What follows belongs to an exercise in optimizing a design on an open flow for small area; a production flow would make more cautious choices. The RTL was checked by simulation tests, not by an equivalence proof against the original design.

## design.v

```verilog
module lifi_osd #(
    parameter ADC_WIDTH       = 12,
    parameter LIGHT_THRESHOLD = 2000
) (
    input  wire [10*ADC_WIDTH-1:0] adc_raw,
    output wire                    is_on
);
    localparam SUM_WIDTH = ADC_WIDTH + 4;
    reg [SUM_WIDTH-1:0] sum;
    integer i;
    always @* begin
        sum = {SUM_WIDTH{1'b0}};
        for (i = 0; i < 10; i = i + 1)
            sum = sum + {4'b0000, adc_raw[i*ADC_WIDTH +: ADC_WIDTH]};
    end
    wire [SUM_WIDTH-1:0] avg = sum / 10;
    assign is_on = (avg > LIGHT_THRESHOLD);
endmodule
module lifi_rx (
    input  wire       clk,
    input  wire       rst,
    input  wire       is_on,      
    input  wire       adc_ok,     
    output reg  [7:0] rx_byte,
    output reg        rx_valid,
    output wire [3:0] rx_state,
    output reg  [2:0] rx_err,
    output reg        rx_fault
);
    localparam [3:0] S_WAIT_START = 4'd0,
                     S_MEAS_START = 4'd1,
                     S_IDLE_DELAY = 4'd2,
                     S_GAP1       = 4'd3,
                     S_BIT_PRE    = 4'd4,
                     S_BIT_POST   = 4'd5,
                     S_GAP2       = 4'd6,
                     S_WAIT_STOP  = 4'd7,
                     S_MEAS_STOP  = 4'd8,
                     S_HALT       = 4'd9;
    localparam [2:0] ERR_NONE          = 3'd0,
                     ERR_START_TIMEOUT = 3'd1,
                     ERR_START_WINDOW  = 3'd2,
                     ERR_STOP_TIMEOUT  = 3'd3,
                     ERR_STOP_WINDOW   = 3'd4,
                     ERR_HW_FAULT      = 3'd5;
    reg [3:0]  state;
    reg [8:0]  timer;
    reg [13:0] elapsed;
    reg [10:0] dur;
    reg [7:0]  shift;
    reg [3:0]  bitcnt;
    reg [3:0]  n_state;
    reg [8:0]  n_timer;
    reg [13:0] n_elapsed;
    reg [10:0] n_dur;
    reg [7:0]  n_shift;
    reg [3:0]  n_bitcnt;
    reg [7:0]  n_byte;
    reg        n_valid;
    reg [2:0]  n_err;
    reg        n_fault;
    reg        run;       
    integer    k;
    assign rx_state = state;
    always @* begin
        n_state   = state;
        n_timer   = timer;
        n_elapsed = elapsed;
        n_dur     = dur;
        n_shift   = shift;
        n_bitcnt  = bitcnt;
        n_byte    = rx_byte;
        n_valid   = 1'b0;
        n_err     = rx_err;
        n_fault   = rx_fault;
        run       = 1'b0;
        if (state != S_HALT) begin
            run = 1'b1;
            if (timer != 9'd0) begin
                n_timer = timer - 9'd1;
                if (n_timer != 9'd0)
                    run = 1'b0;
            end
        end
        for (k = 0; k < 4; k = k + 1) begin
            if (run) begin
                run = 1'b0;
                case (n_state)
                    S_WAIT_START: begin
                        if (n_elapsed >= 14'd10000) begin
                            n_err   = ERR_START_TIMEOUT;
                            n_state = S_IDLE_DELAY;
                            n_timer = 9'd500;
                        end else if (!adc_ok) begin
                            n_fault = 1'b1;
                            n_err   = ERR_HW_FAULT;
                            n_state = S_HALT;
                        end else if (is_on) begin
                            n_dur   = 11'd0;
                            n_state = S_MEAS_START;
                            run     = 1'b1;
                        end else begin
                            n_elapsed = n_elapsed + 14'd10;
                            n_timer   = 9'd10;
                        end
                    end
                    S_MEAS_START: begin
                        if (n_dur < 11'd2000 && !adc_ok) begin
                            n_fault = 1'b1;
                            n_err   = ERR_HW_FAULT;
                            n_state = S_HALT;
                        end else if (n_dur < 11'd2000 && is_on) begin
                            n_dur   = n_dur + 11'd10;
                            n_timer = 9'd10;
                        end else if (n_dur >= 11'd600 && n_dur <= 11'd800) begin
                            n_state = S_GAP1;
                            n_timer = 9'd100;
                        end else begin
                            n_err   = ERR_START_WINDOW;
                            n_state = S_IDLE_DELAY;
                            n_timer = 9'd500;
                        end
                    end
                    S_IDLE_DELAY: begin
                        n_elapsed = 14'd0;
                        n_state   = S_WAIT_START;
                        run       = 1'b1;
                    end
                    S_GAP1: begin
                        n_shift  = 8'd0;
                        n_bitcnt = 4'd0;
                        n_state  = S_BIT_PRE;
                        n_timer  = 9'd50;
                    end
                    S_BIT_PRE: begin
                        if (!adc_ok) begin
                            n_fault = 1'b1;
                            n_err   = ERR_HW_FAULT;
                            n_state = S_HALT;
                        end else begin
                            n_shift = {n_shift[6:0], is_on};
                            n_state = S_BIT_POST;
                            n_timer = 9'd50;
                        end
                    end
                    S_BIT_POST: begin
                        n_bitcnt = n_bitcnt + 4'd1;
                        if (n_bitcnt == 4'd8) begin
                            n_state = S_GAP2;
                            n_timer = 9'd100;
                        end else begin
                            n_state = S_BIT_PRE;
                            n_timer = 9'd50;
                        end
                    end
                    S_GAP2: begin
                        n_elapsed = 14'd0;
                        n_state   = S_WAIT_STOP;
                        run       = 1'b1;
                    end
                    S_WAIT_STOP: begin
                        if (n_elapsed >= 14'd2000) begin
                            n_err     = ERR_STOP_TIMEOUT;
                            n_elapsed = 14'd0;
                            n_state   = S_WAIT_START;
                            run       = 1'b1;
                        end else if (!adc_ok) begin
                            n_fault = 1'b1;
                            n_err   = ERR_HW_FAULT;
                            n_state = S_HALT;
                        end else if (is_on) begin
                            n_dur   = 11'd0;
                            n_state = S_MEAS_STOP;
                            run     = 1'b1;
                        end else begin
                            n_elapsed = n_elapsed + 14'd10;
                            n_timer   = 9'd10;
                        end
                    end
                    S_MEAS_STOP: begin
                        if (n_dur < 11'd2000 && !adc_ok) begin
                            n_fault = 1'b1;
                            n_err   = ERR_HW_FAULT;
                            n_state = S_HALT;
                        end else if (n_dur < 11'd2000 && is_on) begin
                            n_dur   = n_dur + 11'd10;
                            n_timer = 9'd10;
                        end else begin
                            if (n_dur >= 11'd900 && n_dur <= 11'd1100) begin
                                n_byte  = n_shift;
                                n_valid = 1'b1;
                                n_err   = ERR_NONE;
                            end else begin
                                n_err   = ERR_STOP_WINDOW;
                            end
                            n_elapsed = 14'd0;
                            n_state   = S_WAIT_START;
                            run       = 1'b1;
                        end
                    end
                    default: ;
                endcase
            end
        end
    end
    always @(posedge clk) begin
        if (rst) begin
            state    <= S_WAIT_START;
            timer    <= 9'd0;
            elapsed  <= 14'd0;
            dur      <= 11'd0;
            shift    <= 8'd0;
            bitcnt   <= 4'd0;
            rx_byte  <= 8'd0;
            rx_valid <= 1'b0;
            rx_err   <= ERR_NONE;
            rx_fault <= 1'b0;
        end else begin
            state    <= n_state;
            timer    <= n_timer;
            elapsed  <= n_elapsed;
            dur      <= n_dur;
            shift    <= n_shift;
            bitcnt   <= n_bitcnt;
            rx_byte  <= n_byte;
            rx_valid <= n_valid;
            rx_err   <= n_err;
            rx_fault <= n_fault;
        end
    end
endmodule
module lifi_tx (
    input  wire       clk,
    input  wire       rst,
    input  wire [7:0] tx_data,
    input  wire       tx_valid,
    input  wire       led_ok,
    output wire       tx_ready,
    output reg        led,
    output wire [2:0] tx_state,
    output reg        tx_fault
);
    localparam [2:0] S_WAIT_INPUT  = 3'd0,
                     S_START_ON    = 3'd1,
                     S_START_GAP   = 3'd2,
                     S_BIT         = 3'd3,
                     S_PAYLOAD_GAP = 3'd4,
                     S_STOP_ON     = 3'd5,
                     S_HALT        = 3'd6;
    reg [2:0] state;
    reg [9:0] timer;
    reg [7:0] hold;
    reg [2:0] bitidx;
    reg [2:0] n_state;
    reg [9:0] n_timer;
    reg [7:0] n_hold;
    reg [2:0] n_bitidx;
    reg       n_led;
    reg       n_fault;
    assign tx_ready = (state == S_WAIT_INPUT);
    assign tx_state = state;
    task led_write(input v);
        begin
            if (!led_ok) begin
                n_fault = 1'b1;
                n_state = S_HALT;
            end else begin
                n_led = v;
            end
        end
    endtask
    always @* begin
        n_state  = state;
        n_timer  = timer;
        n_hold   = hold;
        n_bitidx = bitidx;
        n_led    = led;
        n_fault  = tx_fault;
        if (state == S_WAIT_INPUT) begin
            if (tx_valid) begin
                n_hold  = tx_data;
                n_state = S_START_ON;
                n_timer = 10'd700;
                led_write(1'b1);
            end
        end else if (state != S_HALT) begin
            n_timer = timer - 10'd1;
            if (n_timer == 10'd0) begin
                case (state)
                    S_START_ON: begin
                        n_state = S_START_GAP;
                        n_timer = 10'd100;
                        led_write(1'b0);
                    end
                    S_START_GAP: begin
                        n_bitidx = 3'd7;
                        n_state  = S_BIT;
                        n_timer  = 10'd100;
                        led_write(hold[7]);
                    end
                    S_BIT: begin
                        if (bitidx == 3'd0) begin
                            n_state = S_PAYLOAD_GAP;
                            n_timer = 10'd100;
                            led_write(1'b0);
                        end else begin
                            n_bitidx = bitidx - 3'd1;
                            n_timer  = 10'd100;
                            led_write(hold[bitidx - 3'd1]);
                        end
                    end
                    S_PAYLOAD_GAP: begin
                        n_state = S_STOP_ON;
                        n_timer = 10'd1000;
                        led_write(1'b1);
                    end
                    S_STOP_ON: begin
                        n_state = S_WAIT_INPUT;
                        led_write(1'b0);
                    end
                    default: ;
                endcase
            end
        end
    end
    always @(posedge clk) begin
        if (rst) begin
            state    <= S_WAIT_INPUT;
            timer    <= 10'd0;
            hold     <= 8'd0;
            bitidx   <= 3'd0;
            led      <= 1'b0;
            tx_fault <= 1'b0;
        end else begin
            state    <= n_state;
            timer    <= n_timer;
            hold     <= n_hold;
            bitidx   <= n_bitidx;
            led      <= n_led;
            tx_fault <= n_fault;
        end
    end
endmodule
module lifi_link (
    input  wire         clk,
    input  wire         rst,
    input  wire [119:0] adc_raw,
    input  wire         adc_ok,
    output wire [7:0]   rx_byte,
    output wire         rx_valid,
    output wire [3:0]   rx_state,
    output wire [2:0]   rx_err,
    output wire         rx_fault,
    input  wire [7:0]   tx_data,
    input  wire         tx_valid,
    output wire         tx_ready,
    output wire         led,
    input  wire         led_ok,
    output wire [2:0]   tx_state,
    output wire         tx_fault
);
    localparam ADC_WIDTH       = 12;
    localparam LIGHT_THRESHOLD = 2000;
    wire is_on;
    lifi_osd #(
        .ADC_WIDTH      (ADC_WIDTH),
        .LIGHT_THRESHOLD(LIGHT_THRESHOLD)
    ) u_osd (
        .adc_raw(adc_raw),
        .is_on  (is_on)
    );
    lifi_rx u_rx (
        .clk     (clk),
        .rst     (rst),
        .is_on   (is_on),
        .adc_ok  (adc_ok),
        .rx_byte (rx_byte),
        .rx_valid(rx_valid),
        .rx_state(rx_state),
        .rx_err  (rx_err),
        .rx_fault(rx_fault)
    );
    lifi_tx u_tx (
        .clk     (clk),
        .rst     (rst),
        .tx_data (tx_data),
        .tx_valid(tx_valid),
        .led_ok  (led_ok),
        .tx_ready(tx_ready),
        .led     (led),
        .tx_state(tx_state),
        .tx_fault(tx_fault)
    );
endmodule
```

## run.sh

```bash
#!/bin/bash
# synth_recipe.tcl (not shown) runs the flow's synth.tcl, then flattens the netlist and writes it again
# the make line also repeats each setting of config.mk as NAME=value (left out here)
make -C /OpenROAD-flow-scripts/flow DESIGN_CONFIG=/design/flow/config.mk WORK_HOME=/design/flow/orfs CLKGATE_MAP_FILE= SYNTH_SCRIPT=/design/flow/synth_recipe.tcl finish
```

## config.mk

```make
export PLATFORM = sky130hd
export DESIGN_NAME = lifi_link
export DESIGN_NICKNAME = lifi_link
export VERILOG_FILES = /design/flow/design.v
export SDC_FILE = /design/flow/constraint.sdc
export NUM_CORES = 4
export LEC_CHECK = 0
export CAP_MARGIN = 20
export CORE_MARGIN = 2
export CORE_UTILIZATION = 40
export SLEW_MARGIN = 20
```

## constraint.sdc

```tcl
create_clock -name core_clock -period 25.0 [get_ports {clk}]
set_input_delay 5.0000 -clock core_clock [delete_from_list [all_inputs] [get_ports {clk}]]
set_output_delay 5.0000 -clock core_clock [all_outputs]
set_load 0.01 [all_outputs]
```

==> impl_metrics.json <==
{
  "status": "finished clean",
  "vias": 11500,
  "grt_max_degree": 72,
  "r2r_end": "u_rx.dur[2]",
  "nNetsFinal": 1861,
  "cp_slowest_cell": "fa_1",
  "dieArea_mm2": 0.03022,
  "hold_class": "flop to flop",
  "ys_seq_area_frac": 0.1527,
  "slew_headroom": 0.2797,
  "required_ns": 25.25,
  "finalSetupViolCount": 0,
  "design.core.area_mm2": 0.02855,
  "rsz0062_at_grt": "false",
  "tns_ns": 0,
  "r2r_cells": 19,
  "tritoncts": "done",
  "ant_nets": 0,
  "grt_pass1_vias": 11120,
  "holdWs_ns": 0.4558,
  "critPathLaunch": "adc_raw[1]",
  "area_growth_pct": 18.00,
  "final_common_cell": "nor2_1",
  "rows": 62,
  "fillers": 2862,
  "finalClockSkew_ns": 0.007933,
  "final_cell_mix": "179 x nor2_1, 154 x clkdlybuf4s50_1, 125 x nand2_1, 125 x inv_1, 94 x a21oi_1",
  "wl_mm": 32.60,
  "grt_pass1_wl_mm": 54.97,
  "grt.overflow.total": 0,
  "finalWeightedCongestion": 0.9620,
  "cp-endpoint": "u_rx.dur[2]",
  "ios": 156,
  "max_freq_mhz": 49.49,
  "regArea_mm2": 0.001762,
  "cts.sinks": 88,
  "ys_ff_latch": 88,
  "place_hpwl_mm": 25.86,
  "place_ws_ns": 4.658,
  "grt_antenna_before_repair": 0,
  "synth.avg_cell_area_um2": 7.739,
  "clkSlewWorstSetupHoldPaths_ns": 0.07,
  "cts_setup_buffers": 0,
  "drc": 0,
  "maxCapViolCount": 0,
  "io_buffers": 155,
  "tightest_slew_ns": 1.077,
  "drt_iter0_drc": 860,
  "period_minus_slack_ns": 20.21,
  "synth_area_mm2": 0.01154,
  "path_class": "input pin to flop",
  "cp_slowest_stage_delay_ns": 0.54,
  "final_hold_viol_count": 0,
  "finalMaxSlewViolations": 0,
  "cts_root_buffer": "clkbuf_16",
  "cts-htree-levels": 3,
  "rrSetupSlack_ns": 20.06,
  "cts_made_buffers": 9,
  "ys_types": 121,
  "initial_core_util": 0.4042,
  "synthesis.nets": 1751,
  "yosys_warnings": 3,
  "drt_first_pass_iters": 5,
  "avgRoutedWirePerCell_um": 16.38,
  "track_usage": 0.2176,
  "postSynthCellCount": 1491,
  "critPathMostFrequentCell": "a21oi_1",
  "cts_resized": 0,
  "drive_above_1_share": 0.05791,
  "antenna_cells": 0,
  "async_flop_share": 0,
  "setup_slack_ns": 4.795,
  "multi_input_area_mm2": 0.008982,
  "via_per_inst": 5.779,
  "worstReg2RegStart": "u_rx.timer[4]",
  "clkLatencyLatePin_ns": 0.36,
  "ctsHoldBuffers": 0,
  "final_util": 0.4769,
  "fin_crit_sh": 0.8082,
  "clockBufferDepth": 2,
  "synth_flop_cell": "dfxtp_1",
  "synth_edf_count": 0,
  "worstPathMaxFanout": 15,
  "arrival_ns": 20.46,
  "end_kind": "flop",
  "startpoint_type": "input pin",
  "die_h_um": 173.8,
  "die_w_um": 173.8
}
-- flip-flops by register name, indices dropped and copies added (netlist names), 3 cells and up --
name          flops
u_rx.elapsed     13
u_rx.dur         11
u_tx.timer       10
u_rx.timer        9
u_rx.rx_byte      8
u_rx.shift        8
u_tx.hold         8
u_rx.bitcnt       4
u_rx.state        4
u_rx.rx_err       3
u_tx.bitidx       3
u_tx.state        3
-- per-stage QoR --
stage	instance area [µm²]	instances
global placement	13310	1974
finish	13620	1990
detailed placement	13310	1974
CTS	13620	1990
global route	13620	1990
floorplan	11540	1491
-- critical path: cells and delay by family --
| family | cells | cell delay (ns) |
|---|---|---|
| adder cells (fa/ha/maj) | 8 | 3.43 |
| XOR/XNOR | 2 | 0.41 |
| multiplexers | 3 | 1.09 |
| buffers and inverters | 3 | 0.54 |
| AND/OR/NAND/NOR | 14 | 3.73 |
| AO/OA/AOI/OAI | 28 | 6.22 |
-- Yosys cell counts (8+ instances only) --
master / count / area share
nand2_1: 125 / 0.041
fa_1: 84 / 0.15
xor2_1: 15 / 0.011
a21oi_1: 94 / 0.041
a211oi_1: 23 / 0.015
dfxtp_1: 88 / 0.15
a31oi_1: 25 / 0.014
o21ai_0: 62 / 0.027
xnor2_1: 27 / 0.020
o31ai_1: 14 / 0.0091
ha_1: 43 / 0.047
or3_1: 19 / 0.010
mux2i_1: 19 / 0.016
o21bai_1: 10 / 0.0065
clkbuf_1: 42 / 0.014
a21o_1: 17 / 0.011
and3_1: 15 / 0.0081
nand3_1: 34 / 0.015
o21ai_1: 16 / 0.0069
a211o_1: 11 / 0.0083
inv_1: 125 / 0.041
nor2_1: 179 / 0.058
o21a_1: 11 / 0.0072
o2111ai_1: 9 / 0.0068
o22ai_1: 14 / 0.0076
or2_2: 8 / 0.0043
nor2b_1: 13 / 0.0070
and2_1: 28 / 0.015
nor3_1: 57 / 0.025
nor4_1: 11 / 0.0060
nand4_1: 8 / 0.0043
a22oi_1: 18 / 0.012
nand2b_1: 19 / 0.010
o211ai_1: 18 / 0.012
a221oi_1: 8 / 0.0061
-- routing by layer --
| metal | track usage | part of all wire | vias to the layer above |
|---|---|---|---|
| met5 | 0 | 0 | - |
| met4 | 0.05357 | 0.019 | 0 |
| met3 | 0.03268 | 0.052 | 52 |
| met2 | 0.3689 | 0.48 | 344 |
| met1 | 0.2910 | 0.45 | 5494 |
| li1 | - | - | 5611 |
-- worst min-delay path by stage --
stage	slack (ns)	to	cells past startpoint	startpoint
after floorplan	0.43	u_tx.hold[1]	2	u_tx.hold[1]
after global placement	0.44	u_tx.hold[1]	2	u_tx.hold[1]
after detailed placement	0.44	u_tx.hold[1]	2	u_tx.hold[1]
after CTS	0.45	u_tx.hold[1]	2	u_tx.hold[1]
after global routing	0.47	u_tx.hold[1]	2	u_tx.hold[1]
final	0.46	u_tx.hold[1]	2	u_tx.hold[1]
-- cell type report --
cell class                      count  share of cell area
Multi-Input combinational cell   1212              0.6597
Timing Repair Buffer              164              0.1185
Clock buffer                        9             0.01654
Sequential cell                    88              0.1294
Tap cell                          384             0.03529
Inverter                          126             0.03474
Clock inverter                      7            0.005789
-- logic make-up (layout without fill, tap and decap cells) --
logic type | count (synthesis) | after routing | synth area share
simple gates | 562 | 562 | 0.2426
compound gates | 450 | 450 | 0.2798
buf+inv | 191 | 306 | 0.06886
fa+ha+maj | 130 | 130 | 0.1950
flops | 88 | 88 | 0.1527
xor+xnor | 44 | 44 | 0.03524
mux | 26 | 26 | 0.02592

separate check: timing with driven ports:
The flow's constraints put no driver on any port. The routed layout listed below was extracted and timed again, unchanged, in two steps. Step 1 (the two cells are an assumption about what drives the block):
set clk [get_ports {clk}]
set_driving_cell -lib_cell sky130_fd_sc_hd__clkbuf_16 $clk
set_driving_cell -lib_cell sky130_fd_sc_hd__buf_2 [delete_from_list [all_inputs] $clk]
Step 2 also shifts input and output timing later by t, the mid clock arrival at the registers, as if the neighbouring blocks saw the same clock. Three values: ideal, step 1, step 2; two values: the first two.
shift t [ns]: 0.393
setup WS [ns]: 4.795 / 4.811 / 4.418
worst data-port slew with drivers (ns): 0.05
After both steps setup and hold are still met in this run. The setup slack of this run moves by +0.016 ns with the drivers and by -0.377 ns with both steps.
